Source: an optimization exercise on an open RTL-to-GDS flow (aim: small area, a short achievable clock period and few clock cycles). Production flows keep margins and buffers that such runs may drop. RTL that was checked went through simulation tests only; none was proved equivalent to the original.

==> build 74: inputs <==
==> flow/design.v <==
module fde_enc (
    input  wire        clk,
    input  wire        rst,           
    input  wire [1:0]  cfg_rot,       
    input  wire        cfg_mir,
    input  wire        cfg_inv,
    input  wire        cfg_typeb,     
    input  wire        cfg_flush,     
    input  wire [31:0] cfg_addr,      
    input  wire        pix_valid,
    output wire        pix_ready,
    input  wire [31:0] pix_data,
    output wire        out_valid,
    input  wire        out_ready,
    output wire [7:0]  out_data,
    output wire        out_last,
    output wire        frame_done,
    output wire        frame_dup
);
    reg          trn;            
    reg          rrev;           
    reg          desc;           
    reg          inv, typeb, flush;
    reg  [31:0]  addr;
    reg          pix_rdy;
    reg  [7:0]   idx;
    wire         fire0 = pix_valid & pix_rdy;
    wire         first0 = (idx == 8'd0);
    wire         rr0 = first0 ? cfg_rot[1] : rrev;
    wire [3:0]   row0 = (trn ? idx[3:0] : idx[7:4]) ^ {4{rr0}};
    reg          v1, last1;
    reg  [3:0]   row1;
    reg  [31:0]  d1;
    reg          v2, last2;
    reg  [3:0]   row2;
    reg  [21:0]  lsum2;
    reg  [31:0]  crc;
    reg  [31:0]  last_fp;
    reg          last_ok;
    function [31:0] crc32_word;
        input [31:0] c;
        input [31:0] d;
        integer i;
        reg [31:0] x;
        begin
            x = c;
            for (i = 0; i < 32; i = i + 1) begin
                if (x[0] ^ d[i])
                    x = (x >> 1) ^ 32'hEDB88320;
                else
                    x = x >> 1;
            end
            crc32_word = x;
        end
    endfunction
    wire [7:0]  pr = d1[7:0];
    wire [7:0]  pg = d1[15:8];
    wire [7:0]  pb = d1[23:16];
    wire [21:0] luma1 = 22'd2126 * pr + 22'd7152 * pg + 22'd722 * pb;
    wire        pix_bit = (lsum2 >= 22'd1275000) ^ inv;
    reg  [15:0]  st [0:15];      
    reg          gen_on;
    reg  [1:0]   panel;
    reg  [4:0]   pos;
    reg  [2:0]   col;            
    reg  [7:0]   nsum;           
    reg  [7:0]   gbyte;
    reg          o_v, o_l, s_v, s_l;
    reg  [7:0]   o_d, s_d;
    reg          done_r, dup_r, dupw;
    assign pix_ready  = pix_rdy;
    assign out_valid  = o_v;
    assign out_data   = o_d;
    assign out_last   = o_l;
    assign frame_done = done_r;
    assign frame_dup  = dup_r;
    wire gen_fire = gen_on & ~s_v;
    wire [4:0] last_pos = typeb ? 5'd23 : 5'd11;
    wire gen_end  = gen_fire & (panel == 2'd3) & (pos == last_pos);
    wire col_end  = typeb ? (pos[0] == 1'b0 && pos >= 5'd6 && pos <= 5'd20)
                          : (pos >= 5'd3 && pos <= 5'd10);
    wire rot_step = gen_fire & col_end;
    wire [3:0] place = desc ? {~col, 1'b1} : 4'd0;
    reg  [7:0] cbyte;
    integer k;
    always @(*) begin
        for (k = 0; k < 8; k = k + 1)
            cbyte[7 - k] = st[{panel[1], k[2:0]}][place];
    end
    wire [7:0] paddr = addr[8 * panel +: 8];
    function [7:0] hexdig;
        input [3:0] n;
        begin
            hexdig = (n <= 4'd9) ? {4'h3, n} : 8'h57 + {4'h0, n};
        end
    endfunction
    always @(*) begin
        if (!typeb) begin
            case (pos)
                5'd0:    gbyte = 8'h80;
                5'd1:    gbyte = flush ? 8'h83 : 8'h84;
                5'd2:    gbyte = paddr;
                5'd11:   gbyte = 8'h8F;
                default: gbyte = cbyte;
            endcase
        end else begin
            case (pos)
                5'd0:    gbyte = 8'h02;
                5'd1:    gbyte = hexdig(paddr[7:4]);
                5'd2:    gbyte = hexdig(paddr[3:0]);
                5'd3:    gbyte = 8'h30;
                5'd4:    gbyte = 8'h38;
                5'd21:   gbyte = 8'h03;
                5'd22:   gbyte = hexdig(nsum[7:4]);
                5'd23:   gbyte = hexdig(nsum[3:0]);
                default: gbyte = pos[0] ? hexdig(cbyte[7:4]) : hexdig(cbyte[3:0]);
            endcase
        end
    end
    wire summed = typeb && pos >= 5'd1 && pos <= 5'd20;
    wire [31:0] fp  = ~crc;
    wire        dup = last_ok && (last_fp == fp);
    wire        o_free = ~o_v | out_ready;
    always @(posedge clk) begin
        d1    <= pix_data;
        lsum2 <= luma1;
        row1  <= row0;
        row2  <= row1;
        if (fire0 && first0) begin
            trn   <= cfg_rot[0];
            rrev  <= cfg_rot[1];
            desc  <= cfg_rot[0] ^ cfg_rot[1] ^ cfg_mir;
            inv   <= cfg_inv;
            typeb <= cfg_typeb;
            flush <= cfg_flush;
            addr  <= cfg_addr;
        end
        if (rst) begin
            pix_rdy <= 1'b1;
            idx     <= 8'd0;
            v1      <= 1'b0;
            last1   <= 1'b0;
            v2      <= 1'b0;
            last2   <= 1'b0;
            crc     <= 32'hFFFFFFFF;
            last_ok <= 1'b0;
            gen_on  <= 1'b0;
            panel   <= 2'd0;
            pos     <= 5'd0;
            col     <= 3'd0;
            o_v     <= 1'b0;
            s_v     <= 1'b0;
            done_r  <= 1'b0;
            dup_r   <= 1'b0;
            dupw    <= 1'b0;
        end else begin
            if (fire0) begin
                idx <= idx + 8'd1;
                if (idx == 8'd255)
                    pix_rdy <= 1'b0;
            end
            v1    <= fire0;
            last1 <= fire0 & (idx == 8'd255);
            v2    <= v1;
            last2 <= last1;
            if (v1)
                crc <= crc32_word(crc, d1);
            if (last2) begin
                crc <= 32'hFFFFFFFF;
                if (!dup) begin
                    last_fp <= fp;
                    last_ok <= 1'b1;
                    gen_on  <= 1'b1;
                end
            end
            done_r <= 1'b0;
            dup_r  <= 1'b0;
            if (o_v && out_ready && o_l) begin
                done_r <= 1'b1;
                if (last2 && dup)
                    dupw <= 1'b1;
            end else if ((last2 && dup) || dupw) begin
                if (!o_v) begin
                    done_r  <= 1'b1;
                    dup_r   <= 1'b1;
                    dupw    <= 1'b0;
                    pix_rdy <= 1'b1;
                end else begin
                    dupw <= 1'b1;
                end
            end
            if (gen_fire) begin
                if (pos == 5'd0)
                    nsum <= 8'd2;
                else if (summed)
                    nsum <= nsum - gbyte;
                if (rot_step)
                    col <= col + 3'd1;
                if (pos == last_pos) begin
                    pos   <= 5'd0;
                    panel <= panel + 2'd1;
                    if (panel == 2'd3) begin
                        gen_on  <= 1'b0;
                        pix_rdy <= 1'b1;
                    end
                end else begin
                    pos <= pos + 5'd1;
                end
            end
            if (o_free) begin
                if (s_v) begin
                    o_v <= 1'b1;
                    s_v <= 1'b0;
                end else begin
                    o_v <= gen_fire;
                end
            end else if (gen_fire) begin
                s_v <= 1'b1;
            end
        end
        if (o_free) begin
            if (s_v) begin
                o_d <= s_d;
                o_l <= s_l;
            end else begin
                o_d <= gbyte;
                o_l <= gen_end;
            end
        end else if (gen_fire) begin
            s_d <= gbyte;
            s_l <= gen_end;
        end
    end
    genvar r;
    generate
        for (r = 0; r < 16; r = r + 1) begin : g_row
            wire ld = v2 && (row2 == r);
            always @(posedge clk) begin
                if (ld || rot_step)
                    st[r] <= {ld ? pix_bit : st[r][0], st[r][15:1]};
            end
        end
    endgenerate
endmodule
==> flow/run.sh <==
#!/bin/bash
# synth_recipe.tcl (not shown) runs the flow's synth.tcl, then flattens the netlist and writes it again
# the make line also repeats each setting of config.mk as NAME=value (left out here)
make -C /OpenROAD-flow-scripts/flow DESIGN_CONFIG=/design/flow/config.mk WORK_HOME=/design/flow/orfs CLKGATE_MAP_FILE= SYNTH_SCRIPT=/design/flow/synth_recipe.tcl finish
==> flow/config.mk <==
export PLATFORM = sky130hd
export DESIGN_NAME = fde_enc
export DESIGN_NICKNAME = fde_enc
export VERILOG_FILES = /design/flow/design.v
export SDC_FILE = /design/flow/constraint.sdc
export NUM_CORES = 4
export LEC_CHECK = 0
export CAP_MARGIN = 20
export CORE_MARGIN = 2
export CORE_UTILIZATION = 40
export SLEW_MARGIN = 20
==> flow/constraint.sdc <==
create_clock -name core_clock -period 10.0 [get_ports {clk}]
set_input_delay 2.0000 -clock core_clock [delete_from_list [all_inputs] [get_ports {clk}]]
set_output_delay 2.0000 -clock core_clock [all_outputs]
set_load 0.01 [all_outputs]
==> trial 4 (differences from build 74) <==
SETUP_SLACK_MARGIN = 5   (was not set)
==> qor summary <==
metric                                                trial 4    build 74
Area delta synth->final                                 18.8%       14.3%
Area of the multi-input gates                      0.0128 mm2  0.0121 mm2
Total global-route track usage                          0.177       0.173
Non-clock buffer contribution to total cell area       0.0497      0.0328
Flip-flop and latch share of the layout cell area       0.421       0.436
Drt initial violations                                    996        1014
Final period utilization                                0.559       0.638
DRT met1 WL                                          27900 um    26700 um
Critical path buffer and inverter count                     4           3
Instance area at placement                         0.0282 mm2  0.0280 mm2
Hold WS                                              0.333 ns    0.339 ns
Number of clock buffers inserted by TritonCTS              50          52
Post-layout nets                                         2494        2433
Met1 layer usage reported by global route               0.253       0.244
Outcome                              timing/DRC/antenna clean  timing/DRC/antenna clean
Number of gates resized after CTS                          82           0
Stages on worst setup path                                 23          25
Non-Clock Buffer Count                                    164         101
Testbench counts of build 74, summed over its fixed seeds: cycles 61,936.
Testbench counts of trial 4, summed over its fixed seeds: cycles 61,936.

---

==> run a <==
fde_enc, a different RTL version from the one above (not shown whole).
clock: 10.0 ns
lec_check: 0
cap_margin: 20
core_margin: 2
core_utilization: 40
cts_cluster_diameter: 150
cts_cluster_size: 30
slew_margin: 20
standard.sh (not shown) runs the stock make flow with config.mk's settings and CLKGATE_MAP_FILE= SYNTH_SCRIPT=/design/flow/synth_recipe.tcl, a recipe that flattens the netlist after the stock synthesis.
==> flow/flow/run.sh <==
#!/bin/bash
set -euo pipefail
bash standard.sh SETUP_SLACK_MARGIN=7 'BUFFER_PORTS_ARGS=-buffer_cell sky130_fd_sc_hd__buf_1' finish > standard_flow.log 2>&1
==> inputs of run b, as changes to run a <==
--- a/flow/design.v
+++ b/flow/design.v
@@ -236,47 +236,17 @@
     wire lt154 = (lt117 & lt88) | (lt117 & lt116) | (lt88 & lt116);
     wire lt155 = lt119 ^ lt90 ^ lt118;
     wire lt156 = (lt119 & lt90) | (lt119 & lt118) | (lt90 & lt118);
     wire lt157 = lr[7] ^ lg[6] ^ lt120;
     wire lt158 = (lr[7] & lg[6]) | (lr[7] & lt120) | (lg[6] & lt120);
     wire [22:0] lx = {1'b0, 1'b1, lg[7], lt157, lt155, lt153, lt151, lt149, lt147, lt145, lt143, lt141, lt139, lt137, lt135, lt133, lt131, lt129, lt127, lt125, lt123, lt121, 1'b0};
     wire [22:0] ly = {1'b0, 1'b0, lt158, lt156, lt154, lt152, lt150, lt148, lt146, lt144, lt142, lt140, lt138, lt136, lt134, lt132, lt130, lt128, lt126, lt124, lt122, 1'b1, 1'b0};
-    wire lg0 = (lx[1] & ly[1]) | ((lx[1] ^ ly[1]) & lx[0] & ly[0]);
-    wire lp0 = (lx[1] ^ ly[1]) & (lx[0] ^ ly[0]);
-    wire lg1 = (lx[3] & ly[3]) | ((lx[3] ^ ly[3]) & lx[2] & ly[2]);
-    wire lp1 = (lx[3] ^ ly[3]) & (lx[2] ^ ly[2]);
-    wire lg2 = (lx[5] & ly[5]) | ((lx[5] ^ ly[5]) & lx[4] & ly[4]);
-    wire lp2 = (lx[5] ^ ly[5]) & (lx[4] ^ ly[4]);
-    wire lg3 = (lx[7] & ly[7]) | ((lx[7] ^ ly[7]) & lx[6] & ly[6]);
-    wire lp3 = (lx[7] ^ ly[7]) & (lx[6] ^ ly[6]);
-    wire lg4 = (lx[9] & ly[9]) | ((lx[9] ^ ly[9]) & lx[8] & ly[8]);
-    wire lp4 = (lx[9] ^ ly[9]) & (lx[8] ^ ly[8]);
-    wire lg5 = (lx[11] & ly[11]) | ((lx[11] ^ ly[11]) & lx[10] & ly[10]);
-    wire lp5 = (lx[11] ^ ly[11]) & (lx[10] ^ ly[10]);
-    wire lg6 = (lx[13] & ly[13]) | ((lx[13] ^ ly[13]) & lx[12] & ly[12]);
-    wire lp6 = (lx[13] ^ ly[13]) & (lx[12] ^ ly[12]);
-    wire lg7 = (lx[15] & ly[15]) | ((lx[15] ^ ly[15]) & lx[14] & ly[14]);
-    wire lp7 = (lx[15] ^ ly[15]) & (lx[14] ^ ly[14]);
-    wire lg8 = (lx[17] & ly[17]) | ((lx[17] ^ ly[17]) & lx[16] & ly[16]);
-    wire lp8 = (lx[17] ^ ly[17]) & (lx[16] ^ ly[16]);
-    wire lg9 = (lx[19] & ly[19]) | ((lx[19] ^ ly[19]) & lx[18] & ly[18]);
-    wire lp9 = (lx[19] ^ ly[19]) & (lx[18] ^ ly[18]);
-    wire lg10 = (lx[21] & ly[21]) | ((lx[21] ^ ly[21]) & lx[20] & ly[20]);
-    wire lp10 = (lx[21] ^ ly[21]) & (lx[20] ^ ly[20]);
-    wire [10:0] lgen = {lg10, lg9, lg8, lg7, lg6, lg5, lg4, lg3, lg2, lg1, lg0};
-    wire [10:0] lprop = {lp10, lp9, lp8, lp7, lp6, lp5, lp4, lp3, lp2, lp1, lp0};
-    localparam LNG = 11;
-    reg  [LNG-1:0] lgen2, lprop2;
-    reg  luma_ge2;
-    integer q;
-    always @(*) begin
-        luma_ge2 = 1'b0;
-        for (q = 0; q < LNG; q = q + 1)
-            luma_ge2 = lgen2[q] | (lprop2[q] & luma_ge2);
-    end
+    reg  [22:0] lx2, ly2;
+    wire [22:0] ls2 = lx2 + ly2;
+    wire        luma_ge2 = ls2[22];
     wire        pix_bit = luma_ge2 ^ inv;
     reg  [15:0]  st [0:15];      
     reg          gen_on;
     reg  [1:0]   panel;
     reg  [4:0]   pos;
     reg  [2:0]   col;            
     reg  [7:0]   nsum;           
@@ -338,29 +308,33 @@
         end
     end
     wire summed = typeb_rd && pos >= 5'd1 && pos <= 5'd20;
     wire [31:0] fp  = crc;      
     wire        dup = last_ok && (last_fp == fp);
     wire        o_free = ~o_v | out_ready;
     wire        dispatch = last2 & ~dup;
-    wire        dup_done = ~(o_v & out_ready & o_l) & ((last2 & dup) | dupw) & ~o_v;
+    wire        dup_done = ((last2 & dup) | dupw) & ~o_v;
     wire        gen_on_n = (gen_on & ~gen_end) | dispatch;
-    wire        in_wait_n = (in_wait | (fire0 & (idx == 8'd255))) & ~dispatch & ~dup_done;
-    wire [7:0]  idx_n = idx + {7'd0, fire0};
-    wire        trn_n = (fire0 & first0) ? cfg_rot[0] : trn;
+    wire        wait_keep = ~dispatch & ~dup_done;
+    wire [7:0]  idx_inc = idx + 8'd1;
     wire        early = panel[1] & (panel[0] | (pos >= 5'd3));
-    wire        free_n = trn_n ? ~idx_n[3] : ~idx_n[7];
     wire        rd_done = (panel == 2'd3) & (pos > (typeb_rd ? 5'd18 : 5'd9));
-    wire        pix_rdy_n = ~in_wait_n & (~gen_on_n | (early & free_n) |
-                                          (rd_done & (idx_n != 8'd255)));
+    wire        rdy_f = ~((in_wait | (idx == 8'd255)) & wait_keep) &
+                        (~gen_on_n | (early & (trn ? ~idx_inc[3] : ~idx_inc[7])) |
+                         (rd_done & (idx_inc != 8'd255)));
+    wire        rdy_nf = ~(in_wait & wait_keep) &
+                         (~gen_on_n | (early & (trn ? ~idx[3] : ~idx[7])) |
+                          (rd_done & (idx != 8'd255)));
+    wire        pix_rdy_n = fire0 ? rdy_f : rdy_nf;
+    wire        in_wait_n = (in_wait | (fire0 & (idx == 8'd255))) & wait_keep;
     wire        spec0 = dispatch & o_free & ~s_v;
     always @(posedge clk) begin
         d1    <= pix_data;
-        lgen2 <= lgen;
-        lprop2 <= lprop;
+        lx2   <= lx;
+        ly2   <= ly;
         row1  <= row0;
         row2  <= row1;
         if (fire0 && first0) begin
             trn   <= cfg_rot[0];
             rrev  <= cfg_rot[1];
             desc  <= cfg_rot[0] ^ cfg_rot[1] ^ cfg_mir;
             flip_wr <= cfg_rot[1] ^ flip_rd;
@@ -387,15 +361,16 @@
             o_v     <= 1'b0;
             s_v     <= 1'b0;
             sb_v    <= 1'b0;
             done_r  <= 1'b0;
             dup_r   <= 1'b0;
             dupw    <= 1'b0;
         end else begin
-            idx     <= idx_n;
+            if (fire0)
+                idx <= idx_inc;
             in_wait <= in_wait_n;
             pix_rdy <= pix_rdy_n;
             v1    <= fire0;
             last1 <= fire0 & (idx == 8'd255);
             v2    <= v1;
             last2 <= last1;
             if (v1)
==> flow/flow/run.sh (replaced) <==
#!/bin/bash
set -euo pipefail
bash standard.sh SETUP_SLACK_MARGIN=6.85 'BUFFER_PORTS_ARGS=-buffer_cell sky130_fd_sc_hd__buf_1' finish > standard_flow.log 2>&1
CORE_UTILIZATION = 65   (was 40)
CTS_CLUSTER_SIZE = 20   (was 30)
==> summary.txt <==
- Between run b and run a, the lower global-route usage is in run a (gap 9.1 points).
- Against run b, the first-iteration DRC count of run a is smaller by about 10%.
- Against run b, the area after synthesis of run a is lower by 0.81%.
- Routed wire length: run b is lower than run a (7.1%).
- Against run b, the non-clock buffer count of run a is higher by 39.
Testbench counts of run b, summed over its fixed seeds: cycles 58,304.
The RTL of run a was laid out without a check of its function.

-- separate check: timing with driven ports --
The results above use ideal ports. As a check the final layouts listed here were re-extracted and re-timed, cells and wires unchanged.
Step 1 sets driving cells, clkbuf_16 on the clock port and buf_2 on the other inputs (assumed; they add their load-dependent delay and slew).
Step 2 times the ports against the registers' clock, not the clock port: input delays grow and output delays shrink by t, the midpoint of the rising clock arrivals with the driver on.
Three values: no drivers, after step 1, after step 2; two values: the first two.
| run | shift t [ns] | setup WS [ns] | worst setup path after step 2 |
|---|---|---|---|
| build 74 | 0.661 | 3.622 / 3.622 / 3.622 | register to register |
| trial 4 | 0.668 | 4.413 / 4.413 / 4.413 | register to register |
| run a | 0.622 | 6.729 / 6.766 / 6.144 | input to register |
| run b | 0.655 | 6.840 / 6.785 / 6.393 | input to register |
After both steps every run listed still meets setup and hold. The setup slack of run a, which loses most, moves by +0.037 ns with the drivers and by -0.585 ns with both steps.
